From an optimization exercise on the open Yosys and OpenROAD flow, aimed at small area and a short achievable clock period; shortcuts taken in it are not production practice. At most, simulation tests tie the RTL to the original design; equivalence was not proved. No functional check of the RTL was part of runs 1 and 7.

### flow/flow/run.sh
#!/bin/bash
# Standard ORFS layout (standard.sh) with small port buffers and a tighter
# setup-repair target; make's full output goes to make_finish.log.
set -euo pipefail
bash standard.sh SETUP_SLACK_MARGIN=10 "BUFFER_PORTS_ARGS=-buffer_cell sky130_fd_sc_hd__buf_1" finish > make_finish.log 2>&1
### flow/standard.sh
#!/bin/bash
# synth_recipe.tcl (not shown) runs the flow's synth.tcl, then flattens the netlist and writes it again
# the make line also repeats each setting of config.mk as NAME=value (left out here)
make -C /OpenROAD-flow-scripts/flow DESIGN_CONFIG=/design/flow/config.mk WORK_HOME=/design/flow/orfs CLKGATE_MAP_FILE= SYNTH_SCRIPT=/design/flow/synth_recipe.tcl "${@:-finish}"
### flow/config.mk
export PLATFORM = sky130hd
export DESIGN_NAME = tdma_mac_dp
export DESIGN_NICKNAME = tdma_mac_dp
export VERILOG_FILES = /design/flow/design.v
export SDC_FILE = /design/flow/constraint.sdc
export NUM_CORES = 4
export LEC_CHECK = 0
export ABC_AREA = 1
export CAP_MARGIN = 20
export CORE_MARGIN = 2
export CORE_UTILIZATION = 35
export CTS_BUF_LIST = sky130_fd_sc_hd__clkbuf_4 sky130_fd_sc_hd__clkbuf_8
export CTS_CLUSTER_SIZE = 10
export PLACE_DENSITY = 0.8
export SLEW_MARGIN = 20
export SYNTH_HIERARCHICAL = 1
export SYNTH_MINIMUM_KEEP_SIZE = 0
### flow/constraint.sdc
create_clock -name core_clock -period 20.0 [get_ports {clk}]
set_input_delay 4.0000 -clock core_clock [delete_from_list [all_inputs] [get_ports {clk}]]
set_output_delay 4.0000 -clock core_clock [all_outputs]
set_load 0.01 [all_outputs]
### flow/design.v
module tdma_mac_dp (
    input  wire        clk,
    input  wire        rst,             
    input  wire        cap_valid,       
    input  wire [15:0] cap_value,
    input  wire        upd_valid,       
    input  wire        active_pll,      
    input  wire        period_wr,       
    input  wire [15:0] period_wr_value,
    input  wire [1:0]  ring_idx,        
    output wire [15:0] ring_word,
    output reg  [15:0] period,
    output wire [15:0] last_beacon_time,
    output wire [2:0]  ring_count,
    output reg  [1:0]  ring_cursor,
    input  wire        slot_wr,         
    input  wire [1:0]  slot_wr_idx,
    input  wire [7:0]  slot_wr_data,
    input  wire [7:0]  num_clients,
    input  wire [15:0] short_addr,
    input  wire [7:0]  local_in,
    input  wire        build_beacon,    
    input  wire        build_response,  
    input  wire        upload,          
    input  wire [4:0]  stage_idx,       
    output wire [7:0]  stage_byte,
    output wire [7:0]  tx_len,
    output wire [7:0]  seq_no
);
    reg [15:0] s0, s1, s2, s3;    
    reg        full;              
    assign last_beacon_time = s0;
    assign ring_count       = {full, ring_cursor & {2{~full}}};
    wire [3:0] rh;
    tdma_ring_dec u_ring_dec (.idx(ring_idx), .cursor(ring_cursor), .hit(rh));
    assign ring_word = ({16{rh[0]}} & s0) | ({16{rh[1]}} & s1) |
                       ({16{rh[2]}} & s2) | ({16{rh[3]}} & s3);
    always @(posedge clk) begin
        if (cap_valid) begin
            s1 <= s0;
            s2 <= s1;
            s3 <= s2;
        end
    end
    always @(posedge clk) begin
        if (rst) begin
            s0          <= 16'd0;
            ring_cursor <= 2'd0;
            full        <= 1'b0;
        end else if (cap_valid) begin
            s0          <= cap_value;
            ring_cursor <= ring_cursor + 2'd1;
            if (ring_cursor == 2'd3)
                full <= 1'b1;
        end
    end
    function [31:0] bk;
        input [31:0] a;
        input [31:0] b;
        input        ci;
        reg   [31:0] g, pr, x;
        integer s, i;
        begin
            x  = a ^ b;
            g  = a & b;
            pr = x;
            g[0] = g[0] | (pr[0] & ci);
            for (s = 1; s < 32; s = s * 2)
                for (i = 2 * s - 1; i < 32; i = i + 2 * s) begin
                    g[i]  = g[i] | (pr[i] & g[i - s]);
                    pr[i] = pr[i] & pr[i - s];
                end
            for (s = 8; s >= 1; s = s / 2)
                for (i = 3 * s - 1; i < 32; i = i + 2 * s) begin
                    g[i]  = g[i] | (pr[i] & g[i - s]);
                    pr[i] = pr[i] & pr[i - s];
                end
            bk = x ^ {g[30:0], ci};
        end
    endfunction
    function [63:0] csa;
        input [31:0] a;
        input [31:0] b;
        input [31:0] c;
        begin
            csa[31:0]  = a ^ b ^ c;
            csa[63:32] = {(a[30:0] & b[30:0]) | (a[30:0] & c[30:0]) | (b[30:0] & c[30:0]), 1'b0};
        end
    endfunction
    function [15:0] div5;
        input [18:0] w;
        reg   [2:0]  r;
        reg          b;
        integer i;
        begin
            r = w[18:16];
            for (i = 15; i >= 0; i = i - 1) begin
                b = w[i];
                div5[i] = r[2] | (r[1] & (r[0] | b));
                r = {(r[1] & ~r[0] & ~b) | (r[2] & b),
                     (~r[1] & r[0]) | (r[1] & r[0] & b) | (r[2] & ~b),
                     (~r[1] & ~r[2] & b) | (r[1] & r[0] & ~b) | (r[2] & ~b)};
            end
        end
    endfunction
    wire [31:0] d32 = bk({16'd0, s0}, {16'd0, ~s1}, 1'b1);
    wire [63:0] c1  = csa({16'd0, period}, {15'd0, period, 1'b0}, {12'd0, period, 4'd0});
    wire [63:0] c2  = csa(c1[31:0], c1[63:32], {16'd0, d32[15:0]});
    wire [31:0] x   = bk(c2[31:0], c2[63:32], 1'b0);
    wire [15:0] d          = d32[15:0];
    wire [15:0] ema_period = div5(x[20:2]);
    always @(posedge clk) begin
        if (rst)
            period <= 16'd0;
        else if (period_wr)
            period <= period_wr_value;
        else if (upd_valid && (full || ring_cursor[1]))
            period <= active_pll ? {2'b00, d[15:2]} : ema_period;
    end
    reg [7:0]  slot0, slot1, slot2;
    reg [7:0]  st_s0, st_s1, st_s2;    
    reg [15:0] st_sa;                  
    reg [15:0] st_per;                 
    reg [7:0]  st_z;                   
    reg        len_nz;                 
    reg        len_b;                  
    reg [7:0]  seq_last;               
    assign tx_len = {3'b000, len_nz, len_b, 2'b00, len_b};
    assign seq_no = seq_last + 8'd1;
    always @(posedge clk) begin
        if (rst) begin
            slot0 <= 8'd0;
            slot1 <= 8'd0;
            slot2 <= 8'd0;
        end else if (slot_wr) begin
            if (slot_wr_idx == 2'd0) slot0 <= slot_wr_data;
            if (slot_wr_idx == 2'd1) slot1 <= slot_wr_data;
            if (slot_wr_idx == 2'd2) slot2 <= slot_wr_data;
        end
    end
    always @(posedge clk) begin
        if (build_beacon) begin
            st_s0  <= slot0;
            st_s1  <= slot1;
            st_s2  <= slot2;
            st_per <= period;
        end
        if (build_beacon || build_response) begin
            st_sa <= short_addr;
            st_z  <= build_beacon ? num_clients : local_in;
        end
    end
    always @(posedge clk) begin
        if (rst) begin
            len_nz   <= 1'b0;
            len_b    <= 1'b0;
            seq_last <= 8'hFF;
        end else if (build_beacon || build_response) begin
            len_nz   <= 1'b1;
            len_b    <= build_beacon;
            seq_last <= seq_no;
        end else if (upload) begin
            len_nz   <= 1'b0;
            len_b    <= 1'b0;
        end
    end
    wire [7:0] k;       
    wire [8:0] ss;      
    tdma_stage_dec u_stage_dec (.idx(stage_idx), .bcn(len_b), .k(k), .sel(ss));
    tdma_stage_mux u_stage_mux (
        .k(k), .sel(ss),
        .d0(seq_last), .d1(st_sa[7:0]), .d2(st_sa[15:8]), .d3(st_per[7:0]),
        .d4(st_per[15:8]), .d5(st_z), .d6(st_s0), .d7(st_s1), .d8(st_s2),
        .q(stage_byte)
    );
endmodule
module tdma_ring_dec (
    input  wire [1:0] idx,
    input  wire [1:0] cursor,
    output wire [3:0] hit
);
    wire [1:0] t0 = cursor - 2'd1, t1 = cursor - 2'd2, t2 = cursor - 2'd3;
    assign hit = {idx == cursor, idx == t2, idx == t1, idx == t0};
endmodule
module tdma_stage_dec (
    input  wire [4:0] idx,
    input  wire       bcn,
    output wire [7:0] k,
    output wire [8:0] sel
);
    wire [31:0] e = 32'd1 << idx;
    wire rsp = ~bcn;
    assign k = ({8{e[0] & rsp}} & 8'h41) |
               ({8{e[1]}}       & (bcn ? 8'h80 : 8'h88)) |
               ({8{e[3]}}       & 8'hEF) |
               ({8{e[4]}}       & 8'hBE) |
               ({8{e[5] & rsp}} & 8'h01) |
               ({8{e[9] & rsp}} & 8'h04);
    assign sel = {e[19], e[15] & bcn, e[11] & bcn,
                  (e[9] & bcn) | (e[10] & rsp),
                  e[8] & bcn, e[7] & bcn,
                  (e[6] & bcn) | (e[8] & rsp),
                  (e[5] & bcn) | (e[7] & rsp),
                  e[2]};
endmodule
module tdma_stage_mux (
    input  wire [7:0] k,
    input  wire [8:0] sel,
    input  wire [7:0] d0, d1, d2, d3, d4, d5, d6, d7, d8,
    output wire [7:0] q
);
    assign q = k |
               ({8{sel[0]}} & d0) | ({8{sel[1]}} & d1) | ({8{sel[2]}} & d2) |
               ({8{sel[3]}} & d3) | ({8{sel[4]}} & d4) | ({8{sel[5]}} & d5) |
               ({8{sel[6]}} & d6) | ({8{sel[7]}} & d7) | ({8{sel[8]}} & d8);
endmodule
==> results.env, run 1 <==
HOLDPATHSTAGES=0
TIMING.CLOCK.SKEW_NS=0.0214
OVERFLOW=0
HOLDCRITSTARTPOINT='slot0[4]$_SDFFE_PP0P_'
WORSTSETUPSTARTPOINTTYPE='primary input'
FINALNETCOUNT=1571
WORST_EP_ARRIVAL_TIME_NS=5.77
OUTCOME='timing/DRC/antenna clean'
NUMPLACEDINSTANCES=1772
SYNTH.DISTINCT_CELLS=43
CP-STARTPOINT='stage_idx[0]'
NUMBER_OF_GLOBAL_ROUTE_VIAS_BEFORE_REPAIR=8599
POST-SYNTH-TOP-AREA-CELL='edfxtp_1'
NETLIST_INSTANCES=1248
SETUP-VIOLATIONS-FINAL=0
NUM_VIAS=9023
ROWS=64
POST_ROUTE_CELLS_DRIVE_ABOVE_1_SHARE_PCT=9.99
GRT_SETUP_UNREPAIRED='true'
MULTI_INPUT_COMB_AREA_UM2=5450
TOP_LEVEL_PORTS=168
GRT_MAX_DEGREE=64
DETAIL_ROUTE.DRC_VIOLATIONS=0
WORST_PIN_SLEW_NS=0.970
DRT_FIRST_ITER_VIOLATIONS=649
FFS_LATCHES_SYNTH=181
FIN_TNS_SETUP_NS=0
SETUP.WORST_PATH.END_CLASS='output port'
CLOCKROOTBUFFER='clkbuf_8'
SYNTH.YOSYS.WARNINGS=7
NFILLCELLS=2990
INSERTION_DELAY_NS=0.48
SYNTH-EDFF-COUNT=112
CTS_TREE='yes'
CLK_PATH_BUF_DEPTH=2
TIMING.FMAX_MHz=102
AREA.SEQUENTIAL_UM2=4740
FF2FF_PATH_DEPTH=67
DRV_CAP=0
DESIGN.CORE.AREA_UM2=30500
NETLIST_TOP_CELLS_AREA='edfxtp_1 31%, dfxtp_1 13%, nand2_1 11%, fa_1 8.0%, ha_1 4.5%'
REG2REG_FROM='s0[0]$_SDFFE_PP0P_'
POST-ROUTE-MIN-PERIOD_NS=9.77
GRT_FIRST_PASS_WIRELENGTH_MM=45.0
FINAL_HOLD_FAILS=0
FIRSTDRTPASSITERS=8
SYN_AREA_UM2=10800
ANT_NETS=0
GLOBALPLACE.CONGESTION=0.860
CLK_PIN_SLEW_NS=0.10
TIMING.CRITICAL_PATH.REQUIRED_NS=16.00
DETAIL_ROUTE.VIAS_PER_CELL=4.99
FLOORPLAN.INITIALDENSITY_PCT=35.5
PORT-BUFFER-COUNT=162
CLOCK_SINKS=181
REGTOREGENDPOINT='period[0]$_SDFFE_PP0P_'
WORST_HOLD_PATH.ENDPOINT='st_s0[4]$_DFFE_PP_'
GRT_USAGE_PCT=17.4
CRITPATHMAXFANOUT=8
ASYNCSETRESETFLOPFRACSYNTH_PCT=0
ANTENNA_FOUND_INITIAL=1
SLEW_HEADROOM_PCT=34.8
REGTOREGSETUPSLACK_NS=10.52
CTSHOLDBUFFERS=0
WIRE_PER_INST_UM=15.7
SYN-MEAN-INSTANCE-AREA_UM2=8.67
FINAL-INSTANCE-COUNT-EXCL-FILL=1808
FINAL_REPORT_MAX_SLEW_VIOLATION_COUNT=0
PERIOD_SHARE_PCT=48.8
CTS_MADE_BUFFERS=17
TIMING_WORST_SETUP_PATH_TYPE='primary input to output port'
SYNTH_LARGEST_TYPE_AREA_FRACTION_PCT=31.1
SEQUENTIAL_ELEMENT_SHARE_OF_THE_SYNTHESIZED_AREA_PCT=43.8
WIDTH_OF_THE_DIE_UM=180
HP_CLASS='flop to flop'
DIE_AREA_UM2=32300
HTREE_NUM_LEVELS=4
DIE_Y_UM=180
SYNTH_TOP_FLOP_CELL='edfxtp_1'
FINALWIRELENGTH_MM=28.5
DETAILED_PLACE_HPWL_MM=21.5
SYN2LAYOUT_AREA_GROWTH_PCT=13.2
-- worst max-delay path by stage --
| stage | endpoint | slack, ns | cells past startpoint |
|---|---|---|---|
| floorplan | ring_word[10] | 11.00 | 6 |
| global placement | stage_byte[3] | 10.01 | 8 |
| detailed placement | period[0]$_SDFFE_PP0P_ | 10.08 | 71 |
| CTS | period[0]$_SDFFE_PP0P_ | 10.05 | 71 |
| global route | period[0]$_SDFFE_PP0P_ | 9.81 | 74 |
| finish | stage_byte[1] | 10.23 | 9 |
-- registers in the layout (all words and copies together), names as in the netlist --
| register | flops |
|---|---|
| st_s0 | 8 |
| s1 | 16 |
| st_s1 | 8 |
| s0 | 16 |
| len_b | 1 |
| full | 1 |
| s3 | 16 |
| slot1 | 8 |
| st_per | 16 |
| seq_last | 8 |
| st_sa | 16 |
| s2 | 16 |
| len_nz | 1 |
| st_s2 | 8 |
| period | 16 |
| ring_cursor | 2 |
| st_z | 8 |
| slot2 | 8 |
| slot0 | 8 |
-- placed cells by master (no fill, tap or decap), types with 4 or more instances in the layout --
cell type	count
edfxtp_1	112
o21a_1	5
nor3_2	4
a21oi_2	4
o2111ai_1	17
clkbuf_8	17
inv_1	117
buf_4	11
clkinv_8	5
nor2_2	6
a31oi_1	6
xor2_1	8
buf_1	160
nand3_1	61
conb_1	5
nor3_1	4
nand4_1	9
nand3_2	10
fa_1	41
a21oi_1	72
xnor2_1	10
inv_2	6
clkinv_4	4
dfxtp_1	69
o21ai_1	7
ha_1	38
nand2_2	38
nor2_1	130
nor2_4	4
o21ai_0	73
nand2_4	8
o211ai_1	9
nand2_1	310
-- cells by family (layout without fill, tap and decap cells) --
kind of cell / count (synthesis) / after routing / synth area share [%]
and+or+nand+nor: 587 / 587 / 24.0
AOI/OAI and AO/OA: 202 / 202 / 10.6
DFF: 181 / 181 / 43.8
buffers and inverters: 171 / 330 / 6.97
adders and majority gates: 82 / 82 / 12.5
xor gates and xnor gates: 24 / 24 / 2.08
other: 1 / 6 / 0.0346
-- through the flow --
step	setup WS, ns	hold slack, ns	util [%]	area, um2
floorplan	11.00	0.403	-	10800
global placement	10.01	0.410	38.4	11700
detailed placement	10.08	0.412	38.4	11700
CTS	10.05	0.433	39.7	12100
global route	9.81	0.452	40.2	12300
finish	10.23	0.433	40.2	12300
-- modules after synthesis (local to each module, per instance) --
| module | cell area [um2] | cells | times used |
|---|---|---|---|
| tdma_mac_dp | 9840 | 1036 | 1 |
| tdma_ring_dec | 106 | 23 | 1 |
| tdma_stage_dec | 269 | 52 | 1 |
| tdma_stage_mux | 611 | 137 | 1 |
-- timing repair --
action	in CTS	in global routing
endpoints found under the setup margin	0	13
resized for setup	0	21
setup buffers	0	2
-- critical path: stages --
cell and delay [ns]:
buf_1 0.11, inv_1 0.18, nand2_1 0.14, nor3_1 0.80
nand2_1 0.10, nand2_1 0.11, nor2_1 0.07, nand3_1 0.08
buf_1 0.17
-- cell usage after synthesis (4+ instances only) --
cell type,instances
o21ai_0,76
o211ai_1,9
nor2_4,4
edfxtp_1,112
clkbuf_1,22
nor2_1,130
buf_4,11
o21ai_1,5
fa_1,43
nand2_1,311
buf_6,9
ha_1,39
nor3_1,6
xor2_1,9
o21a_1,5
a21oi_1,74
nand2_4,8
xnor2_1,13
nand3_2,8
nand2_2,37
a31oi_1,6
nand4_1,9
nor2_2,6
dfxtp_1,69
inv_1,119
o2111ai_1,17
nand3_1,63
-- layer usage --
metal,GRT usage [%],routed length [um],vias up
li1,-,-,4427
met1,23.6,12900,4199
met2,28.3,13200,356
met3,3.44,1730,41
met4,4.78,628,0
met5,0,0,-
-- final cells by class --
| class | count | share of cell area, % |
|---|---|---|
| multi-input cells | 900 | 44.5 |
| flip-flops and latches | 181 | 38.7 |
| repair buffers | 173 | 5.66 |
| well taps | 396 | 4.04 |
| inverters | 125 | 3.83 |
| clock buffers | 17 | 1.91 |
| clock inverters | 15 | 1.36 |
| diodes | 1 | 0.0204 |
==> run 2, diff against run 1 <==
--- a/flow/design.v
+++ b/flow/design.v
@@ -89,17 +89,15 @@
     endfunction
     function [15:0] div5;
         input [18:0] w;
-        reg   [2:0]  r;
+        reg   [4:0]  r;
         reg          b;
         integer i;
         begin
-            r = w[18:16];
+            r = 5'd1 << w[18:16];
             for (i = 15; i >= 0; i = i - 1) begin
                 b = w[i];
-                div5[i] = r[2] | (r[1] & (r[0] | b));
-                r = {(r[1] & ~r[0] & ~b) | (r[2] & b),
-                     (~r[1] & r[0]) | (r[1] & r[0] & b) | (r[2] & ~b),
-                     (~r[1] & ~r[2] & b) | (r[1] & r[0] & ~b) | (r[2] & ~b)};
+                div5[i] = r[3] | r[4] | (r[2] & b);
+                r = b ? {r[4], r[1], r[3], r[0], r[2]} : {r[2], r[4], r[1], r[3], r[0]};
             end
         end
     endfunction
==> run 2 against run 1 <==
Net effect:
- still clean
- non-clock buffer count down 5
- worst setup slack got worse by 0.049 ns
- critical path type unchanged
==> results.env, run 2 <==
OUTCOME='timing/DRC/antenna clean'
FFS_LATCHES_SYNTH=181
SYN-MEAN-INSTANCE-AREA_UM2=8.51
ROWS=64
PERIOD_SHARE_PCT=49.1
TOP_LEVEL_PORTS=168
NETLIST_INSTANCES=1282
CRITICAL_PATH.MAX_STAGE_DELAY_NS=0.84
CLK_PIN_SLEW_NS=0.10
NETLIST_TOP_CELLS_COUNT='323 x nand2_1, 131 x nor2_1, 126 x nand3_1'
DIE_Y_UM=181
CPMOSTUSEDCELL='nand2_1'
DETAIL_ROUTE.DRC_VIOLATIONS=0
FINAL_HOLD_FAILS=0
ASYNCSETRESETFLOPFRACSYNTH_PCT=0
POST-CTS-SETUP-BUFFERS=0
CRITICAL-PATH-SLOWEST-CELL='nor3_1'
POST-ROUTE-MIN-PERIOD_NS=9.82
DESIGN.CORE.AREA_UM2=30700
GRT_SETUP_UNREPAIRED='false'
DETAIL_ROUTE.VIAS_PER_CELL=5.15
REG2REG_FROM='s0[0]$_SDFFE_PP0P_'
FINALNETCOUNT=1599
FINALWIRELENGTH_MM=29.8
POST_ROUTE_CELLS_DRIVE_ABOVE_1_SHARE_PCT=6.74
DRV_CAP=0
PATH_DELAY_FAMILY='simple AND/OR/NAND/NOR gates'
HP_CLASS='flop to flop'
WORST_EP_ARRIVAL_TIME_NS=5.82
LAYOUT.CELLS.MOST_COMMON_LIST='323 x nand2_1, 160 x buf_1, 129 x nor2_1, 126 x nand3_1, 124 x inv_1'
PORT-BUFFER-COUNT=162
DETAILED_PLACE_HPWL_MM=23.1
WIRE_PER_INST_UM=16.2
INSERTION_DELAY_NS=0.48
GRT_FIRST_PASS_WIRELENGTH_MM=47.2
CLOCKROOTBUFFER='clkbuf_8'
GRT_MAX_DEGREE=66
CTS_MADE_BUFFERS=17
WIDTH_OF_THE_DIE_UM=181
TIMING.FMAX_MHz=102
TIMING_WORST_SETUP_PATH_TYPE='primary input to output port'
SEQUENTIAL_ELEMENT_SHARE_OF_THE_SYNTHESIZED_AREA_PCT=43.5
CTS_TREE='yes'
TIMING.CLOCK.SKEW_NS=0.0219
ANT_NETS=0
SETUP.WORST_PATH.END_CLASS='output port'
NETLIST_TOP_CELLS_AREA='edfxtp_1 31%, dfxtp_1 13%, nand2_1 11%, fa_1 7.9%, nand3_1 5.8%'
OVERFLOW=0
SYNTH-EDFF-COUNT=112
NUMBER_OF_GLOBAL_ROUTE_VIAS_BEFORE_REPAIR=9015
SYNTH.DISTINCT_CELLS=44
POST-SYNTH-TOP-AREA-CELL='edfxtp_1'
GRT_USAGE_PCT=18.3
REGTOREGSETUPSLACK_NS=11.28
DIE_AREA_UM2=32600
HTREE_NUM_LEVELS=4
SYNTH.YOSYS.WARNINGS=7
SYN2LAYOUT_AREA_GROWTH_PCT=11.8
SYNTH_TOP_FLOP_CELL='edfxtp_1'
SYNTH_LARGEST_TYPE_AREA_FRACTION_PCT=30.8
NFILLCELLS=3065
HOLDPATHSTAGES=0
FIN_TNS_SETUP_NS=0
CRIT_PATH_CELL_TRACE='buf_1 > inv_1 > nand2_1 > nor3_1 > nand2_1 > nand2_1 > nor2_1 > nand3_1 > buf_1'
WORST_HOLD_PATH.ENDPOINT='st_s0[7]$_DFFE_PP_'
TIMING.CRITICAL_PATH.REQUIRED_NS=16.00
CLOCK_SINKS=181
FIRSTDRTPASSITERS=5
CRITPATHMAXFANOUT=8
CP_NUM_BUF_INV=3
GLOBALPLACE.CONGESTION=0.928
HOLDCRITSTARTPOINT='slot0[7]$_SDFFE_PP0P_'
DRT_FIRST_ITER_VIOLATIONS=787
FLOORPLAN.INITIALDENSITY_PCT=35.6
FINAL_REPORT_MAX_SLEW_VIOLATION_COUNT=0
MOST_FREQUENT_STANDARD_CELL_IN_THE_LAYOUT_EXCLUDING_FILL_AND_TAP_CELLS='nand2_1'
SYN_AREA_UM2=10900
SETUP-VIOLATIONS-FINAL=0
SYNTH.MOST_COMMON_CELL='nand2_1'
FINAL-INSTANCE-COUNT-EXCL-FILL=1838
FF2FF_PATH_DEPTH=54
NUMPLACEDINSTANCES=1803
REGTOREGENDPOINT='period[0]$_SDFFE_PP0P_'
CLK_PATH_BUF_DEPTH=2
ANTENNA_FOUND_INITIAL=3
CP-STARTPOINT='stage_idx[0]'
SLEW_HEADROOM_PCT=31.3
WORST_PIN_SLEW_NS=1.02
NUM_VIAS=9473
WORSTSETUPSTARTPOINTTYPE='primary input'
run 2: logic make-up (layout without fill, tap and decap cells):
kind of cell / count (synthesis) / after routing / synth area share (%)
AND/OR/NAND/NOR: 651 / 651 / 26.2
buffers and inverters: 177 / 330 / 7.03
AO/OA/AOI/OAI: 166 / 166 / 8.90
adder cells (fa/ha/maj): 82 / 82 / 12.4
other: 1 / 8 / 0.0344
XOR/XNOR: 24 / 24 / 2.06
flip-flops: 181 / 181 / 43.5
run 2: per-module statistics from Yosys (local to each module, per instance):
| module | cell area (um2) | cells | times used | flops+latches |
|---|---|---|---|---|
| tdma_stage_dec | 269 | 52 | 1 | 0 |
| tdma_stage_mux | 611 | 137 | 1 | 0 |
| tdma_mac_dp | 9930 | 1070 | 1 | 181 |
| tdma_ring_dec | 106 | 23 | 1 | 0 |
run 2: worst register-to-register path, delay by kind of cell (launching register included):
| kind | cells | cell delay [ns] |
|---|---|---|
| buffers and inverters | 4 | 0.27 |
| XOR/XNOR | 3 | 1.00 |
| adder cells (fa/ha/maj) | 6 | 2.26 |
| flip-flops | 1 | 0.35 |
| AO/OA/AOI/OAI | 7 | 1.01 |
| AND/OR/NAND/NOR | 34 | 3.77 |
run 2: how the worst max path moves through the flow:
| stage | to | slack, ns | depth (start not counted) |
|---|---|---|---|
| 2_1_floorplan | ring_word[10] | 10.97 | 7 |
| 3_3_place_gp | stage_byte[7] | 10.05 | 10 |
| 3_5_place_dp | stage_byte[3] | 10.07 | 10 |
| 4_1_cts | stage_byte[3] | 10.08 | 10 |
| 5_1_grt | stage_byte[3] | 10.01 | 9 |
| 6_report | stage_byte[6] | 10.18 | 9 |
run 2: final cells by class:
type | count | area, um2 | share of cell area, %
sequential | 181 | 4740 | 38.9
tap | 396 | 495 | 4.06
clock inverter | 15 | 139 | 1.14
multi-input combinational | 928 | 5440 | 44.6
inverter | 130 | 488 | 4.00
timing repair buffer | 168 | 656 | 5.37
clock buffer | 17 | 234 | 1.92
antenna | 3 | 7.51 | 0.0615
run 2: stage by stage:
step / setup slack [ns] / hold slack, ns / area (um2) / utilization (%)
5_1_grt: 10.01 / 0.449 / 12200 / 39.8
2_1_floorplan: 10.97 / 0.403 / 10900 / -
3_3_place_gp: 10.05 / 0.409 / 11800 / 38.5
4_1_cts: 10.08 / 0.436 / 12200 / 39.7
6_report: 10.18 / 0.436 / 12200 / 39.8
3_5_place_dp: 10.07 / 0.410 / 11800 / 38.5
run 2: per-layer routing:
metal / vias to the layer above / global-route usage (%) / part of all wire [%]
li1: 4559 / - / -
met1: 4469 / 24.8 / 44
met4: 0 / 6.65 / 2.6
met3: 47 / 3.40 / 7.1
met2: 398 / 29.1 / 46
met5: - / 0 / 0
run 2: what timing repair did:
action                                  4_1_cts  5_1_grt
hold buffers                                  0        0
endpoints found under the hold margin         0        0
endpoints found under the setup margin        0        8
gates resized for setup                       0        6
==> run 3, diff against run 2 <==
==> flow/flow/run.sh (replaced) <==
#!/bin/bash
# Standard ORFS layout (standard.sh) with small port buffers and a tighter
# setup-repair target; make's full output goes to make_finish.log.
set -euo pipefail
bash standard.sh SETUP_SLACK_MARGIN=11 "BUFFER_PORTS_ARGS=-buffer_cell sky130_fd_sc_hd__buf_1" finish > make_finish.log 2>&1
==> run 3 against run 2 <==
Net effect:
- via count up 2.5%
- final area up 8.9%
- non-clock buffer count up 23
- utilization up 3.6 points
- critical path type unchanged
- highest routed layer unchanged
==> results.env, run 3 <==
OUTCOME='timing/DRC/antenna clean'
WIRE_PER_INST_UM=17.4
DESIGN.CORE.AREA_UM2=30700
CTS_MADE_BUFFERS=17
SYNTH-EDFF-COUNT=112
POST_ROUTE_CELLS_DRIVE_ABOVE_1_SHARE_PCT=15.7
FIRSTDRTPASSITERS=5
REG2REG_FROM='s0[0]$_SDFFE_PP0P_'
NUM_VIAS=9710
LAYOUT.CORE_UTILIZATION_PCT=43.3
OVERFLOW=0
WIDTH_OF_THE_DIE_UM=181
DIE_Y_UM=181
PERIOD_SHARE_PCT=45.9
GRT_USAGE_PCT=19.2
DETAIL_ROUTE.VIAS_PER_CELL=5.23
NETLIST_TOP_CELLS_COUNT='323 x nand2_1, 131 x nor2_1, 126 x nand3_1'
FINAL_HOLD_FAILS=0
SYN2LAYOUT_AREA_GROWTH_PCT=21.8
SYNTH.YOSYS.WARNINGS=7
FINALWIRELENGTH_MM=32.3
CRITPATHMAXFANOUT=4
ASYNCSETRESETFLOPFRACSYNTH_PCT=0
WORST_PIN_SLEW_NS=0.986
SYNTH_LARGEST_TYPE_AREA_FRACTION_PCT=30.8
GRT_SETUP_UNREPAIRED='true'
FF2FF_PATH_DEPTH=57
TOP_LEVEL_PORTS=168
CLOCKROOTBUFFER='clkbuf_8'
ANTENNA_FOUND_INITIAL=0
REGTOREGSETUPSLACK_NS=11.46
GLOBALPLACE.CONGESTION=0.928
SYNTHMUXAREASHARE_PCT=0
DRT_FIRST_ITER_VIOLATIONS=835
FINAL_REPORT_MAX_SLEW_VIOLATION_COUNT=0
NETLIST_INSTANCES=1282
DETAIL_ROUTE.DRC_VIOLATIONS=0
SYNTH-COMPOUND-AREA-SHARE_PCT=8.90
INSERTION_DELAY_NS=0.49
SYNTH_TOP_FAMILY_BY_AREA='simple AND/OR/NAND/NOR gates'
DETAILED_PLACE_HPWL_MM=23.1
GRT_FIRST_PASS_WIRELENGTH_MM=49.9
NETLIST_TOP_CELLS_AREA='edfxtp_1 31%, dfxtp_1 13%, nand2_1 11%, fa_1 7.9%, nand3_1 5.8%'
SYNTHXORXNORAREAFRAC_PCT=2.06
WORST_EP_ARRIVAL_TIME_NS=5.17
SYNTH_TOP_FLOP_CELL='edfxtp_1'
CLK_PIN_SLEW_NS=0.10
NUMBER_OF_GLOBAL_ROUTE_VIAS_BEFORE_REPAIR=9390
TIMING.CLOCK.SKEW_NS=0.0275
WORST_HOLD_PATH.ENDPOINT='st_s0[3]$_DFFE_PP_'
SLEW_HEADROOM_PCT=34.0
CLK_PATH_BUF_DEPTH=2
CTSHOLDBUFFERS=0
CLOCK_SINKS=181
SETUP.WORST_PATH.END_CLASS='output port'
HOLDCRITSTARTPOINT='slot0[3]$_SDFFE_PP0P_'
POST-SYNTH-TOP-AREA-CELL='edfxtp_1'
REGTOREGENDPOINT='period[0]$_SDFFE_PP0P_'
NFILLCELLS=2905
DRV_CAP=0
TIMING.FMAX_MHz=109
TIMING_WORST_SETUP_PATH_TYPE='primary input to output port'
SETUP-VIOLATIONS-FINAL=0
SYN-MEAN-INSTANCE-AREA_UM2=8.51
WORSTSETUPSTARTPOINTTYPE='primary input'
CTS_TREE='yes'
SYNTH.MOST_COMMON_CELL='nand2_1'
ANTENNA_CELLS_INSERTED=0
POST-ROUTE-MIN-PERIOD_NS=9.17
GRT_MAX_DEGREE=66
PORT-BUFFER-COUNT=162
FFS_LATCHES_SYNTH=181
SYN_AREA_UM2=10900
SYNTHADDERAREAFRAC_PCT=12.4
MOST_FREQUENT_STANDARD_CELL_IN_THE_LAYOUT_EXCLUDING_FILL_AND_TAP_CELLS='nand2_1'
HP_CLASS='flop to flop'
HTREE_NUM_LEVELS=4
FLOORPLAN.INITIALDENSITY_PCT=35.6
ANT_NETS=0
LAYOUT.CELLS.MOST_COMMON_LIST='299 x nand2_1, 129 x buf_1, 120 x nor2_1, 118 x inv_1, 117 x nand3_1'
FINALNETCOUNT=1622
FIN_TNS_SETUP_NS=0
ROWS=64
DIE_AREA_UM2=32600
SYNTH.DISTINCT_CELLS=44
TIMING.CRITICAL_PATH.REQUIRED_NS=16.00
SYNTH_SIMPLE_GATE_AREA_SHARE_PCT=26.2
SEQUENTIAL_ELEMENT_SHARE_OF_THE_SYNTHESIZED_AREA_PCT=43.5
HOLDPATHSTAGES=0
[run 3: cell types whose count changed in the layout (fill, tap and decap cells not counted), moves of 9 or more]
cell and change:
buf_2 +15, buf_6 +19, nor2_1 -9, buf_4 +13, o2111ai_4 +9, nand3_1 -9
o2111ai_1 -15, buf_1 -31, nand2_4 +17, nand2_1 -24
[run 3: kinds of logic (layout without fill, tap and decap cells)]
group,after synthesis,in the layout
buffers and inverters,177,353
DFF,181,181
xor gates and xnor gates,24,24
adders and majority gates,82,82
AOI/OAI and AO/OA,166,166
and+or+nand+nor,651,651
other,1,5
[run 3: area by class of cell]
class	instances	area (um2)	share of cell area (%)
multi-input combinational	928	6070	45.7
tap	396	495	3.73
timing repair buffer	191	1070	8.04
inverter	130	510	3.84
clock buffer	18	241	1.82
clock inverter	14	160	1.20
sequential	181	4740	35.7
[run 3: worst max-delay path by stage]
stage | startpoint | to | slack (ns) | depth (start not counted)
floorplan | ring_idx[0] | ring_word[10] | 11.01 | 7
CTS | stage_idx[0] | stage_byte[5] | 10.86 | 11
detailed placement | stage_idx[0] | stage_byte[0] | 9.99 | 10
global placement | stage_idx[0] | stage_byte[5] | 10.12 | 10
finish | stage_idx[4] | stage_byte[1] | 10.83 | 11
global route | stage_idx[4] | stage_byte[1] | 10.76 | 10
[run 3: routing by layer]
layer  up-vias  GRT usage [%]  wire length [um]
li1       4597              -                 -
met1      4635           26.5             14000
met2       423           31.5             15400
met3        55           2.49              2170
met4         0           5.87               745
met5         -              0                 0
[run 3: per-module statistics from Yosys (local to each module, per instance)]
module          area [um2]  copies in the design
tdma_mac_dp           9930                     1
tdma_stage_mux         611                     1
tdma_stage_dec         269                     1
tdma_ring_dec          106                     1
[run 3: critical path, stage by stage]
cell and delay [ns]:
buf_12 0.09, nor2_4 0.05, buf_4 0.13, buf_4 0.14, nand2_2 0.07, nor2_4 0.04
nor2_4 0.10, inv_1 0.08, a21oi_1 0.17, nand3_1 0.14, buf_2 0.16
[run 3: metrics by stage]
step                setup WS (ns)  instances  cell area, um2  hold WS (ns)
global placement            10.12       1803           11800         0.408
CTS                         10.86       1850           12800         0.438
floorplan                   11.01       1286           10900         0.403
detailed placement           9.99       1803           11800         0.412
finish                      10.83       1858           13300         0.432
global route                10.76       1858           13300         0.447
[run 3: what timing repair did]
action,CTS,global route
pin swaps,16,31
setup endpoints to repair,24,29
buffers inserted,14,8
gates cloned,1,0
gates resized for setup,129,82
==> run 4, diff against run 3 <==
==> flow/flow/run.sh (replaced) <==
#!/bin/bash
# Standard ORFS layout (standard.sh) with small port buffers and a tighter
# setup-repair target; make's full output goes to make_finish.log.
set -euo pipefail
bash standard.sh SETUP_SLACK_MARGIN=10.25 "BUFFER_PORTS_ARGS=-buffer_cell sky130_fd_sc_hd__buf_1" finish > make_finish.log 2>&1
==> run 4 against run 3 <==
Net effect:
- sequential cell count did not move
- clock skew fell by 0.0075 ns
- via count fell by 2.4%
- synthesized cell count did not move
- non-clock buffer count fell by 23
- critical path type unchanged
- critical endpoint is now stage_byte[3]
==> results.env, run 4 <==
DRT_FIRST_ITER_VIOLATIONS=803
DESIGN.CORE.AREA_UM2=30700
OUTCOME='timing/DRC/antenna clean'
CLK_PIN_SLEW_NS=0.10
NETLIST_INSTANCES=1282
TIMING.FMAX_MHz=104
PLACEMENT.CELL_AREA_UM2=11800
SYN_AREA_UM2=10900
CTS_MADE_BUFFERS=17
DIE_AREA_UM2=32600
WORST_EP_ARRIVAL_TIME_NS=5.63
FINALNETCOUNT=1599
HTREE_NUM_LEVELS=4
GRT_USAGE_PCT=18.3
WORST_PIN_SLEW_NS=0.962
SYN2LAYOUT_AREA_GROWTH_PCT=12.2
ANT_NETS=0
DETAIL_ROUTE.VIAS_PER_CELL=5.16
CLOCKROOTBUFFER='clkbuf_8'
SYNTH.MOST_COMMON_CELL='nand2_1'
POST_ROUTE_CELLS_DRIVE_ABOVE_1_SHARE_PCT=7.23
CRITICAL_PATH.MAX_STAGE_DELAY_NS=0.47
TIMING.CLOCK.SKEW_NS=0.0200
GLOBALPLACE.CONGESTION=0.928
WIDTH_OF_THE_DIE_UM=181
CLK_PATH_BUF_DEPTH=2
TOP_LEVEL_PORTS=168
GRT_MAX_DEGREE=66
FFS_LATCHES_SYNTH=181
SYNTH-EDFF-COUNT=112
NETLIST_TOP_CELLS_AREA='edfxtp_1 31%, dfxtp_1 13%, nand2_1 11%, fa_1 7.9%, nand3_1 5.8%'
CRITICAL-PATH-SLOWEST-CELL='o21ai_2'
MOST_FREQUENT_STANDARD_CELL_IN_THE_LAYOUT_EXCLUDING_FILL_AND_TAP_CELLS='nand2_1'
SEQUENTIAL_ELEMENT_SHARE_OF_THE_SYNTHESIZED_AREA_PCT=43.5
NUM_VIAS=9476
LAYOUT.CELLS.MOST_COMMON_LIST='323 x nand2_1, 159 x buf_1, 127 x nor2_1, 126 x nand3_1, 124 x inv_1'
FLOORPLAN.INITIALDENSITY_PCT=35.6
SYNTH.YOSYS.WARNINGS=7
FINAL_HOLD_FAILS=0
PERIOD_SHARE_PCT=48.2
SLEW_HEADROOM_PCT=35.4
PATH_DELAY_FAMILY='simple AND/OR/NAND/NOR gates'
POST-ROUTE-MIN-PERIOD_NS=9.63
SETUP.WORST_PATH.END_CLASS='output port'
FIN_TNS_SETUP_NS=0
DETAIL_ROUTE.DRC_VIOLATIONS=0
NUMPLACEDINSTANCES=1803
SYNTH.DISTINCT_CELLS=44
FINAL.SETUP.WORST_SLACK_NS=10.37
WORSTSETUPSTARTPOINTTYPE='primary input'
CRITPATHMAXFANOUT=8
FINAL-INSTANCE-COUNT-EXCL-FILL=1838
SYNTH_LARGEST_TYPE_AREA_FRACTION_PCT=30.8
FINALWIRELENGTH_MM=29.9
CLOCK_SINKS=181
SYN-MEAN-INSTANCE-AREA_UM2=8.51
CRIT_PATH_CELL_TRACE='buf_1 > nand3_1 > o21ai_2 > nand2_1 > nand2_1 > nor2_1 > nand3_1 > buf_1'
LAYOUT.CORE_UTILIZATION_PCT=39.9
FIRSTDRTPASSITERS=6
HOLD_WS_NS=0.436
HP_CLASS='flop to flop'
ANTENNA_FOUND_INITIAL=3
SETUP-VIOLATIONS-FINAL=0
NUMBER_OF_GLOBAL_ROUTE_VIAS_BEFORE_REPAIR=9021
CTS_TREE='yes'
WIRE_PER_INST_UM=16.3
FINAL_REPORT_MAX_SLEW_VIOLATION_COUNT=0
CP_NUM_BUF_INV=2
ROWS=64
CTSHOLDBUFFERS=0
POST-PLACE-WS_NS=10.07
SYNTH_TOP_FLOP_CELL='edfxtp_1'
NETLIST_TOP_CELLS_COUNT='323 x nand2_1, 131 x nor2_1, 126 x nand3_1'
DIE_Y_UM=181
OVERFLOW=0
FIN_AREA_UM2=12200
POST-SYNTH-TOP-AREA-CELL='edfxtp_1'
GRT_FIRST_PASS_WIRELENGTH_MM=47.2
DETAILED_PLACE_HPWL_MM=23.1
GRT_SETUP_UNREPAIRED='false'
ASYNCSETRESETFLOPFRACSYNTH_PCT=0
PORT-BUFFER-COUNT=162
TIMING_WORST_SETUP_PATH_TYPE='primary input to output port'
TIMING.CRITICAL_PATH.REQUIRED_NS=16.00
INSERTION_DELAY_NS=0.47
DRV_CAP=0
NFILLCELLS=3064
-- run 4: cell counts after synthesis --
No cell type changed its count.
-- run 4: Yosys stat by module, one instance, submodules excluded --
module | cell area [um2] | cells inside
tdma_stage_mux | 611 | 137
tdma_ring_dec | 106 | 23
tdma_mac_dp | 9930 | 1070
tdma_stage_dec | 269 | 52
-- run 4: what timing repair did --
item	4_1_cts	5_1_grt
pin swaps	0	0
gates cloned	0	0
setup buffers	0	0
resized for setup	6	10
setup endpoints to repair	8	8
-- run 4: per-layer routing --
metal | GRT usage [%] | share of wire (%)
met1 | 24.8 | 44
met2 | 29.2 | 46
met3 | 3.40 | 7.2
met4 | 6.65 | 2.7
met5 | 0 | 0
-- run 4: path summary, 6_finish.rpt --
kind	startpoint	endpoint	slack, ns	cells past startpoint
setup / recovery	stage_idx[3]	stage_byte[3]	10.37	8
hold / removal	slot0[7]$_SDFFE_PP0P_	st_s0[7]$_DFFE_PP_	0.44	0
setup reg to reg	s0[0]$_SDFFE_PP0P_	period[0]$_SDFFE_PP0P_	11.32	54
hold reg to reg	slot0[7]$_SDFFE_PP0P_	st_s0[7]$_DFFE_PP_	0.44	0
-- run 4: layout make-up --
class | instances | area (um2) | share of cell area (%)
multi-input cells | 928 | 5480 | 44.7
well taps | 396 | 495 | 4.05
repair buffers | 168 | 657 | 5.36
clock inverters | 15 | 139 | 1.13
diodes | 3 | 7.51 | 0.0613
flip-flops and latches | 181 | 4740 | 38.7
clock buffers | 17 | 234 | 1.91
inverters | 130 | 488 | 3.99
-- run 4: worst reg2reg max path, delay by kind of cell, from the launching register on --
family	cells	cell delay [ns]
compound gates	7	1.02
simple gates	34	3.74
flops	1	0.34
fa+ha+maj	6	2.26
xor+xnor	3	0.98
buf+inv	4	0.27
-- run 4: kinds of logic (layout without fill, tap and decap cells) --
logic type,count (synthesis),in the layout,synth area share (%)
xor gates and xnor gates,24,24,2.06
other,1,8,0.0344
adders and majority gates,82,82,12.4
DFF,181,181,43.5
and+or+nand+nor,651,651,26.2
AOI/OAI and AO/OA,166,166,8.90
buffers and inverters,177,330,7.03
==> run 5, diff against run 4 <==
==> flow/flow/run.sh (replaced) <==
#!/bin/bash
# Standard ORFS layout (standard.sh) with small port buffers and a tighter
# setup-repair target; make's full output goes to make_finish.log.
set -euo pipefail
bash standard.sh SETUP_SLACK_MARGIN=10.5 "BUFFER_PORTS_ARGS=-buffer_cell sky130_fd_sc_hd__buf_1" finish > make_finish.log 2>&1
==> run 5 against run 4 <==
Net effect:
- final area rose by 1.1%
- critical path depth rose by 1
- sequential cell count did not move
- utilization rose by 0.42 points
- count of clock-buffer cells in the layout did not move
- fmax rose by 2.3%
- sequential share of layout area fell by 0.41 points
- synthesized cell count did not move
- worst hold slack barely moved
==> results.env, run 5 <==
OUTCOME='timing/DRC/antenna clean'
CLOCKROOTBUFFER='clkbuf_8'
FIN_TNS_SETUP_NS=0
SYNTH_TOP_FLOP_CELL='edfxtp_1'
DESIGN.CORE.AREA_UM2=30700
PERIOD_SHARE_PCT=47.1
PORT-BUFFER-COUNT=162
SYNTH-EDFF-COUNT=112
GRT_FIRST_PASS_WIRELENGTH_MM=47.5
POST-SYNTH-TOP-AREA-CELL='edfxtp_1'
TIMING.FMAX_MHz=106
DETAIL_ROUTE.DRC_VIOLATIONS=0
TIMING.CRITICAL_PATH.REQUIRED_NS=16.00
CTS_MADE_BUFFERS=17
GRT_USAGE_PCT=18.4
WIDTH_OF_THE_DIE_UM=181
HTREE_NUM_LEVELS=4
CLK_PATH_BUF_DEPTH=2
WORST_PIN_SLEW_NS=0.953
SYNTH.MOST_COMMON_CELL='nand2_1'
MOST_FREQUENT_STANDARD_CELL_IN_THE_LAYOUT_EXCLUDING_FILL_AND_TAP_CELLS='nand2_1'
FIRSTDRTPASSITERS=5
HP_CLASS='flop to flop'
ASYNCSETRESETFLOPFRACSYNTH_PCT=0
SYN_AREA_UM2=10900
CTS_TREE='yes'
CLK_PIN_SLEW_NS=0.10
CLOCK_SINKS=181
SYNTH_LARGEST_TYPE_AREA_FRACTION_PCT=30.8
TIMING.CLOCK.SKEW_NS=0.0207
DIE_Y_UM=181
ROWS=64
WORST_EP_ARRIVAL_TIME_NS=5.42
CRITPATHMAXFANOUT=11
WIRE_PER_INST_UM=16.4
TOP_LEVEL_PORTS=168
FINALNETCOUNT=1602
POST-ROUTE-MIN-PERIOD_NS=9.42
PLACEMENT.CELL_AREA_UM2=11800
ANTENNA_FOUND_INITIAL=3
SYN-MEAN-INSTANCE-AREA_UM2=8.51
NETLIST_TOP_CELLS_COUNT='323 x nand2_1, 131 x nor2_1, 126 x nand3_1'
CTSHOLDBUFFERS=0
POST_ROUTE_CELLS_DRIVE_ABOVE_1_SHARE_PCT=8.25
FINAL_REPORT_MAX_SLEW_VIOLATION_COUNT=0
SETUP.WORST_PATH.END_CLASS='output port'
NETLIST_TOP_CELLS_AREA='edfxtp_1 31%, dfxtp_1 13%, nand2_1 11%, fa_1 7.9%, nand3_1 5.8%'
DIE_AREA_UM2=32600
TIMING_WORST_SETUP_PATH_TYPE='primary input to output port'
SYNTH.DISTINCT_CELLS=44
NUMBER_OF_GLOBAL_ROUTE_VIAS_BEFORE_REPAIR=9065
SETUP-VIOLATIONS-FINAL=0
LAYOUT.CELLS.MOST_COMMON_LIST='322 x nand2_1, 156 x buf_1, 126 x nor2_1, 123 x nand3_1, 121 x inv_1'
OVERFLOW=0
DRV_CAP=0
FLOORPLAN.INITIALDENSITY_PCT=35.6
WORSTSETUPSTARTPOINTTYPE='primary input'
DETAIL_ROUTE.VIAS_PER_CELL=5.17
ANT_NETS=0
GLOBALPLACE.CONGESTION=0.928
FFS_LATCHES_SYNTH=181
SYN2LAYOUT_AREA_GROWTH_PCT=13.4
FINALWIRELENGTH_MM=30.2
SLEW_HEADROOM_PCT=36.0
INSERTION_DELAY_NS=0.48
GRT_MAX_DEGREE=66
GRT_SETUP_UNREPAIRED='true'
DETAILED_PLACE_HPWL_MM=23.1
NETLIST_INSTANCES=1282
FIN_AREA_UM2=12400
FINAL_HOLD_FAILS=0
DRT_FIRST_ITER_VIOLATIONS=735
NUM_VIAS=9516
SYNTH.YOSYS.WARNINGS=7
SEQUENTIAL_ELEMENT_SHARE_OF_THE_SYNTHESIZED_AREA_PCT=43.5
==> run 5: layout make-up <==
cell class	count	area [um2]
diodes	3	7.51
clock buffers	17	234
clock inverters	15	139
fillers	3045	18300
inverters	130	488
multi-input cells	928	5570
flip-flops and latches	181	4740
well taps	396	495
repair buffers	171	696
==> run 5: Yosys stat by module, one instance, submodules excluded <==
module | area (um2) | cells inside | flip-flops and latches
tdma_stage_dec | 269 | 52 | 0
tdma_mac_dp | 9930 | 1070 | 181
tdma_ring_dec | 106 | 23 | 0
tdma_stage_mux | 611 | 137 | 0
==> run 5: worst max-delay path: stages <==
cell and delay (ns):
buf_2 0.19, inv_1 0.19, nand3_4 0.14, nor3_4 0.38, nand2_1 0.09, nand2_1 0.07
nor2_1 0.04, nand3_1 0.13, buf_1 0.17
==> run 5: cells by family after synthesis <==
family / Yosys count / synth area share, %
AND/OR/NAND/NOR: 651 / 26.2
other: 1 / 0.0344
XOR/XNOR: 24 / 2.06
buffers and inverters: 177 / 7.03
flip-flops: 181 / 43.5
AO/OA/AOI/OAI: 166 / 8.90
adder cells (fa/ha/maj): 82 / 12.4
==> run 5: what timing repair did <==
item | CTS | global route
setup endpoints to repair | 9 | 23
pin swaps | 1 | 5
setup buffers | 0 | 3
gates resized for setup | 21 | 17
==> run 5: path summary, 6_finish.rpt <==
| path | startpoint | to | slack [ns] | depth (start not counted) |
|---|---|---|---|---|
| max | stage_idx[2] | stage_byte[3] | 10.58 | 9 |
| min | slot1[1]$_SDFFE_PP0P_ | st_s1[1]$_DFFE_PP_ | 0.44 | 0 |
| max reg2reg | s0[0]$_SDFFE_PP0P_ | period[0]$_SDFFE_PP0P_ | 11.49 | 55 |
| min reg2reg | slot1[1]$_SDFFE_PP0P_ | st_s1[1]$_DFFE_PP_ | 0.44 | 0 |
==> run 5: routing by layer <==
metal,GRT usage [%],vias up,wire length [um]
met5,0,-,0
met4,6.42,0,847
met3,3.38,62,2140
met2,29.6,394,14100
met1,24.9,4497,13100
li1,-,4563,-
==> run 5: metrics by stage <==
| stage | cells | worst slack [ns] | utilization, % | hold slack (ns) |
|---|---|---|---|---|
| 6_report | 1841 | 10.58 | 40.3 | 0.435 |
| 5_1_grt | 1841 | 10.46 | 40.3 | 0.449 |
| 4_1_cts | 1835 | 10.52 | 40.0 | 0.436 |
| 3_5_place_dp | 1803 | 10.07 | 38.5 | 0.410 |
| 3_3_place_gp | 1803 | 10.05 | 38.5 | 0.409 |
| 2_1_floorplan | 1286 | 10.97 | - | 0.403 |
==> run 6, diff against run 5 <==
--- a/flow/config.mk
+++ b/flow/config.mk
@@ -8,7 +8,7 @@
 export ABC_AREA = 1
 export CAP_MARGIN = 20
 export CORE_MARGIN = 2
-export CORE_UTILIZATION = 35
+export CORE_UTILIZATION = 30
 export CTS_BUF_LIST = sky130_fd_sc_hd__clkbuf_4 sky130_fd_sc_hd__clkbuf_8
 export CTS_CLUSTER_SIZE = 10
 export PLACE_DENSITY = 0.8
==> run 6 against run 5 <==
Net effect:
- still clean
- via count shrank 0.29%
- count of clock-buffer cells in the layout grew 1
- die area increased by 16%
- area after synthesis did not move
- critical path type unchanged
- critical endpoint is now stage_byte[1]
==> results.env, run 6 <==
GLOBALPLACE.CONGESTION=0.890
ASYNCSETRESETFLOPFRACSYNTH_PCT=0
SYNTH_LARGEST_TYPE_AREA_FRACTION_PCT=30.8
SYNTH.DISTINCT_CELLS=44
SYN2LAYOUT_AREA_GROWTH_PCT=14.2
CTS_MADE_BUFFERS=17
HTREE_NUM_LEVELS=4
FINALWIRELENGTH_MM=31.2
PERIOD_SHARE_PCT=46.9
SYNTH-EDFF-COUNT=112
ANTENNA_FOUND_INITIAL=2
GRT_USAGE_PCT=16.4
TIMING.CLOCK.SKEW_NS=0.0232
DRV_CAP=0
OVERFLOW=0
NETLIST_TOP_CELLS_COUNT='323 x nand2_1, 131 x nor2_1, 126 x nand3_1'
FINAL_REPORT_MAX_SLEW_VIOLATION_COUNT=0
DRT_FIRST_ITER_VIOLATIONS=799
WORSTSETUPSTARTPOINTTYPE='primary input'
ANT_NETS=0
DIE_AREA_UM2=37900
SYNTH.YOSYS.WARNINGS=7
SYNTH.MOST_COMMON_CELL='nand2_1'
NETLIST_TOP_CELLS_AREA='edfxtp_1 31%, dfxtp_1 13%, nand2_1 11%, fa_1 7.9%, nand3_1 5.8%'
CLK_PATH_BUF_DEPTH=2
SETUP.WORST_PATH.END_CLASS='output port'
NETLIST_INSTANCES=1282
NUMBER_OF_GLOBAL_ROUTE_VIAS_BEFORE_REPAIR=8986
LAYOUT.CELLS.MOST_COMMON_LIST='323 x nand2_1, 157 x buf_1, 128 x nor2_1, 123 x nand3_1, 122 x inv_1'
ROWS=69
FLOORPLAN.INITIALDENSITY_PCT=30.5
DETAIL_ROUTE.VIAS_PER_CELL=4.98
GRT_SETUP_UNREPAIRED='false'
MOST_FREQUENT_STANDARD_CELL_IN_THE_LAYOUT_EXCLUDING_FILL_AND_TAP_CELLS='nand2_1'
PORT-BUFFER-COUNT=162
OUTCOME='timing/DRC/antenna clean'
DESIGN.CORE.AREA_UM2=35700
INSERTION_DELAY_NS=0.49
FINAL_HOLD_FAILS=0
FFS_LATCHES_SYNTH=181
WORST_EP_ARRIVAL_TIME_NS=5.38
POST_ROUTE_CELLS_DRIVE_ABOVE_1_SHARE_PCT=7.98
CLOCK_SINKS=181
SYN-MEAN-INSTANCE-AREA_UM2=8.51
CLOCKROOTBUFFER='clkbuf_8'
WIDTH_OF_THE_DIE_UM=195
FIN_TNS_SETUP_NS=0
SEQUENTIAL_ELEMENT_SHARE_OF_THE_SYNTHESIZED_AREA_PCT=43.5
GRT_MAX_DEGREE=66
DETAILED_PLACE_HPWL_MM=24.2
CTS_TREE='yes'
SETUP-VIOLATIONS-FINAL=0
DIE_Y_UM=195
TIMING.FMAX_MHz=107
SYN_AREA_UM2=10900
TOP_LEVEL_PORTS=168
DETAIL_ROUTE.DRC_VIOLATIONS=0
POST-ROUTE-MIN-PERIOD_NS=9.38
GRT_FIRST_PASS_WIRELENGTH_MM=48.7
NUM_VIAS=9488
LAYOUT.CORE_UTILIZATION_PCT=34.9
TIMING_WORST_SETUP_PATH_TYPE='primary input to output port'
CLK_PIN_SLEW_NS=0.11
WIRE_PER_INST_UM=16.4
TIMING.CRITICAL_PATH.REQUIRED_NS=16.00
CRITPATHMAXFANOUT=8
FIRSTDRTPASSITERS=5
HP_CLASS='flop to flop'
SYNTH_TOP_FLOP_CELL='edfxtp_1'
SLEW_HEADROOM_PCT=24.8
WORST_PIN_SLEW_NS=1.12
POST-SYNTH-TOP-AREA-CELL='edfxtp_1'
FINALNETCOUNT=1602
[run 6: cell type report]
| type | instances | area, um2 |
|---|---|---|
| antenna | 2 | 5.00 |
| clock buffer | 18 | 248 |
| clock inverter | 14 | 153 |
| fill | 3670 | 23300 |
| inverter | 130 | 488 |
| multi-input combinational | 928 | 5540 |
| sequential | 181 | 4740 |
| tap | 461 | 577 |
| timing repair buffer | 171 | 707 |
[run 6: worst max-delay path: stages]
cell and delay, ns:
buf_1 0.26, inv_1 0.15, nand2_2 0.16, nor2_1 0.08, nand2_1 0.13, o21ai_4 0.11, nand2_1 0.08, nand2_1 0.05
nor2_1 0.08, nand3_1 0.13, buf_1 0.16
[run 6: cells by family after synthesis]
logic type	after synthesis	synth area share [%]
AOI/OAI and AO/OA	166	8.90
xor gates and xnor gates	24	2.06
adders and majority gates	82	12.4
buffers and inverters	177	7.03
DFF	181	43.5
other	1	0.0344
and+or+nand+nor	651	26.2
[run 6: metal layers]
layer | share of wire (%) | track usage, %
met4 | 2.0 | 4.89
met5 | 0 | 0
met3 | 7.9 | 4.37
met2 | 46 | 26.0
met1 | 44 | 22.0
[run 6: stage by stage]
step | hold slack [ns] | setup WS [ns] | instance area, um2 | cells
floorplan | 0.403 | 10.97 | 10900 | 1286
global placement | 0.410 | 10.06 | 11900 | 1868
detailed placement | 0.410 | 10.01 | 11900 | 1868
CTS | 0.439 | 10.54 | 12400 | 1901
global route | 0.450 | 10.52 | 12500 | 1904
finish | 0.442 | 10.62 | 12500 | 1905
[run 6: Yosys stat by module (local to each module, per instance)]
module / cells / flip-flops and latches
tdma_mac_dp: 1070 / 181
tdma_stage_mux: 137 / 0
tdma_stage_dec: 52 / 0
tdma_ring_dec: 23 / 0
[run 6: worst paths after layout]
| path | from | endpoint | slack, ns | cells after the start |
|---|---|---|---|---|
| max reg2reg | s0[0]$_SDFFE_PP0P_ | period[0]$_SDFFE_PP0P_ | 11.28 | 54 |
| min | slot0[7]$_SDFFE_PP0P_ | st_s0[7]$_DFFE_PP_ | 0.44 | 0 |
| max | stage_idx[1] | stage_byte[1] | 10.62 | 11 |
| min reg2reg | slot0[7]$_SDFFE_PP0P_ | st_s0[7]$_DFFE_PP_ | 0.44 | 0 |
[run 6: timing repair]
item                                    in CTS  in global routing
buffers inserted                             1                  2
pin swaps                                    1                  4
hold buffers                                 0                  0
resized for setup                           22                  9
endpoints found under the setup margin      10                 17
==> run 7, diff against run 6 <==
--- a/flow/design.v
+++ b/flow/design.v
@@ -33,8 +33,7 @@
     assign ring_count       = {full, ring_cursor & {2{~full}}};
     wire [3:0] rh;
     tdma_ring_dec u_ring_dec (.idx(ring_idx), .cursor(ring_cursor), .hit(rh));
-    assign ring_word = ({16{rh[0]}} & s0) | ({16{rh[1]}} & s1) |
-                       ({16{rh[2]}} & s2) | ({16{rh[3]}} & s3);
+    tdma_ring_mux u_ring_mux (.hit(rh), .s0(s0), .s1(s1), .s2(s2), .s3(s3), .q(ring_word));
     always @(posedge clk) begin
         if (cap_valid) begin
             s1 <= s0;
@@ -212,3 +211,11 @@
                ({8{sel[3]}} & d3) | ({8{sel[4]}} & d4) | ({8{sel[5]}} & d5) |
                ({8{sel[6]}} & d6) | ({8{sel[7]}} & d7) | ({8{sel[8]}} & d8);
 endmodule
+module tdma_ring_mux (
+    input  wire [3:0]  hit,
+    input  wire [15:0] s0, s1, s2, s3,
+    output wire [15:0] q
+);
+    assign q = ({16{hit[0]}} & s0) | ({16{hit[1]}} & s1) |
+               ({16{hit[2]}} & s2) | ({16{hit[3]}} & s3);
+endmodule
--- a/flow/config.mk
+++ b/flow/config.mk
@@ -8,7 +8,7 @@
 export ABC_AREA = 1
 export CAP_MARGIN = 20
 export CORE_MARGIN = 2
-export CORE_UTILIZATION = 30
+export CORE_UTILIZATION = 35
 export CTS_BUF_LIST = sky130_fd_sc_hd__clkbuf_4 sky130_fd_sc_hd__clkbuf_8
 export CTS_CLUSTER_SIZE = 10
 export PLACE_DENSITY = 0.8
==> run 7 against run 6 <==
Net effect:
- final area is 1.7% higher
- utilization grew 5.3 points
- count of clock-buffer cells in the layout down 1
- worst hold slack worse by 0.0081 ns
- sequential share of layout area decreased by 0.64 points
- non-clock buffer count increased by 4
- sequential cell count stayed put
- cell count increased by 0.89%
- first-iteration DRC count grew 21%
- largest cell class unchanged
- highest routed layer unchanged
==> results.env, run 7 <==
WORSTSETUPSTARTPOINTTYPE='primary input'
OVERFLOW=0
HP_CLASS='flop to flop'
SYN2LAYOUT_AREA_GROWTH_PCT=13.3
PORT-BUFFER-COUNT=162
SYNTH_LARGEST_TYPE_AREA_FRACTION_PCT=30.1
CLOCKROOTBUFFER='clkbuf_8'
UPPERMOST_SIGNAL_ROUTING_LAYER_AFTER_DETAILED_ROUTING='met4'
SYN_AREA_UM2=11200
FIN_TNS_SETUP_NS=0
DETAILED_PLACE_HPWL_MM=23.6
NETLIST_TOP_CELLS_COUNT='382 x nand2_1, 154 x inv_1, 132 x nor2_1'
CRITICAL-PATH-SLOWEST-CELL='o21ai_2'
PERIOD_SHARE_PCT=47.6
SYNTH.DISTINCT_CELLS=42
FLOORPLAN.INITIALDENSITY_PCT=35.5
WORST_PIN_SLEW_NS=0.882
POST-SYNTH-TOP-AREA-CELL='edfxtp_1'
CLOCK_SINKS=181
POST_ROUTE_CELLS_DRIVE_ABOVE_1_SHARE_PCT=8.03
GLOBALPLACE.CONGESTION=0.977
CTS_MADE_BUFFERS=17
FINAL_REPORT_MAX_SLEW_VIOLATION_COUNT=0
CRIT_PATH_CELL_TRACE='buf_1 > inv_2 > nand2_2 > nor2_1 > inv_1 > o21ai_2 > nand2_1 > nand2_1 > nor2_1 > nand3_1 > buf_1'
MET2_WIRELENGTH_MM=14.5
OUTCOME='timing/DRC/antenna clean'
GRT_SETUP_UNREPAIRED='false'
SYNTH.MOST_COMMON_CELL='nand2_1'
ANT_NETS=0
CRITPATHMAXFANOUT=8
POST-ROUTE-MIN-PERIOD_NS=9.52
DRV_CAP=0
SETUP-VIOLATIONS-FINAL=0
NFILLCELLS=3118
FINAL_HOLD_FAILS=0
FINALWIRELENGTH_MM=30.9
SYNTH.YOSYS.WARNINGS=7
CTS_TREE='yes'
WORST_EP_ARRIVAL_TIME_NS=5.52
INSERTION_DELAY_NS=0.49
TIMING_WORST_SETUP_PATH_TYPE='primary input to output port'
MET3_LENGTH_MM=2.11
FFS_LATCHES_SYNTH=181
FIRSTDRTPASSITERS=6
NETLIST_TOP_CELLS_AREA='edfxtp_1 30%, nand2_1 13%, dfxtp_1 12%, fa_1 7.7%, nand3_1 5.4%'
CRITICAL_PATH.MAX_STAGE_DELAY_NS=0.36
LAYOUT.CORE_UTILIZATION_PCT=40.2
GRT_MAX_DEGREE=66
MET1_LENGTH_MM=13.1
NUMBER_OF_GLOBAL_ROUTE_VIAS_BEFORE_REPAIR=9397
SYN-MEAN-INSTANCE-AREA_UM2=8.26
AREA.SEQUENTIAL_UM2=4740
DETAIL_ROUTE.VIAS_PER_CELL=5.04
NUMPLACEDINSTANCES=1886
DETAIL_ROUTE.DRC_VIOLATIONS=0
TIMING.CLOCK.SKEW_NS=0.0212
SETUP.WORST_PATH.END_CLASS='output port'
MULTI_INPUT_COMB_AREA_UM2=5630
TIMING.CRITICAL_PATH.REQUIRED_NS=16.00
ROWS=65
DIE_AREA_UM2=33400
FINAL-INSTANCE-COUNT-EXCL-FILL=1922
SYNTH_TOP_FLOP_CELL='edfxtp_1'
ANTENNA_CELLS_INSERTED=0
SLEW_HEADROOM_PCT=40.7
LAYOUT.CELLS.MOST_COMMON_LIST='381 x nand2_1, 157 x buf_1, 153 x inv_1, 130 x nor2_1, 118 x nand3_1'
HTREE_NUM_LEVELS=4
run 7: cell count changes in the layout (fill, tap and decap cells not counted), moves of 4 or more:
cell       delta
inv_8         -4
inv_1        +31
o2111ai_1    -13
nand3_1       -5
nand2_1      +58
clkinv_8      +4
buf_4         +4
nand2_2       +8
run 7: layout make-up:
cell class,count,area share (%)
multi-input cells,972,44.4
flip-flops and latches,181,37.4
repair buffers,175,5.87
inverters,160,4.74
well taps,402,3.97
clock buffers,17,1.85
clock inverters,15,1.78
run 7: stage by stage:
step	hold WS [ns]	area, um2	setup slack (ns)
floorplan	0.403	11200	11.14
global placement	0.406	12000	9.95
detailed placement	0.410	12000	10.19
CTS	0.433	12500	10.54
global route	0.448	12700	10.40
finish	0.434	12700	10.48
run 7: path summary, 6_finish.rpt:
check / slack, ns / end / start
setup / recovery: 10.48 / stage_byte[1] / stage_idx[4]
hold reg to reg: 0.43 / st_s0[3]$_DFFE_PP_ / slot0[3]$_SDFFE_PP0P_
setup reg to reg: 11.40 / period[0]$_SDFFE_PP0P_ / s0[0]$_SDFFE_PP0P_
hold / removal: 0.43 / st_s0[3]$_DFFE_PP_ / slot0[3]$_SDFFE_PP0P_
run 7: timing repair:
item	4_1_cts	5_1_grt
resized for setup	14	14
gates cloned	0	0
setup endpoints to repair	8	9
pin swaps	0	3
setup buffers	0	3
hold buffers	0	0
run 7: metal layers:
layer / vias to the layer above / track usage [%]
li1: 4711 / -
met4: 0 / 7.07
met3: 76 / 3.83
met5: - / 0
met1: 4480 / 22.7
met2: 419 / 32.0
run 7: cells by family (layout without fill, tap and decap cells):
kind of cell,count (synthesis),after routing,share of synthesized area (%)
other,1,5,0.0335
flip-flops,181,181,42.4
buffers and inverters,206,367,8.45
AND/OR/NAND/NOR,709,709,27.5
XOR/XNOR,24,24,2.08
adder cells (fa/ha/maj),82,82,12.1
AO/OA/AOI/OAI,152,152,7.50
run 7: critical path, delay by kind of cell:
| kind | cells | cell delay [ns] |
|---|---|---|
| buf+inv | 4 | 0.57 |
| compound gates | 1 | 0.36 |
| simple gates | 6 | 0.59 |
run 7: modules after synthesis, one instance, submodules excluded:
module	cells	flops+latches	area (um2)
tdma_stage_mux	137	0	611
tdma_ring_dec	23	0	106
tdma_ring_mux	152	0	654
tdma_stage_dec	52	0	269
tdma_mac_dp	991	181	9550

[separate check: timing with driven ports]
Ports are ideal in the flow. The routed layouts listed here were re-timed in OpenROAD.
Step 1, drivers: a clkbuf_16 drives clk and a buf_2 each remaining input, both assumed.
Step 2 moves the port delays by t, midway between the first and last clock arrival at a register: inputs arrive t later, outputs are due t later. That takes back most of the time a late clock gives input paths.
Slacks: ideal ports / drivers / drivers and shift; pairs: ideal ports / drivers.
run	t (ns)	slack for setup (ns)	cell pins on the clock port's net
run 1	0.509	10.233 / 10.191 / 10.191	1
run 2	0.503	10.184 / 10.159 / 10.159	1
run 3	0.512	10.829 / 10.763 / 10.763	1
run 4	0.499	10.368 / 10.343 / 10.343	1
run 5	0.503	10.583 / 10.558 / 10.558	1
run 6	0.513	10.618 / 10.588 / 10.588	1
run 7	0.524	10.477 / 10.440 / 10.440	1
After both steps every run listed still meets setup and hold. The setup slack of run 3, which loses most, moves by -0.066 ns with the drivers and by -0.066 ns with both steps.
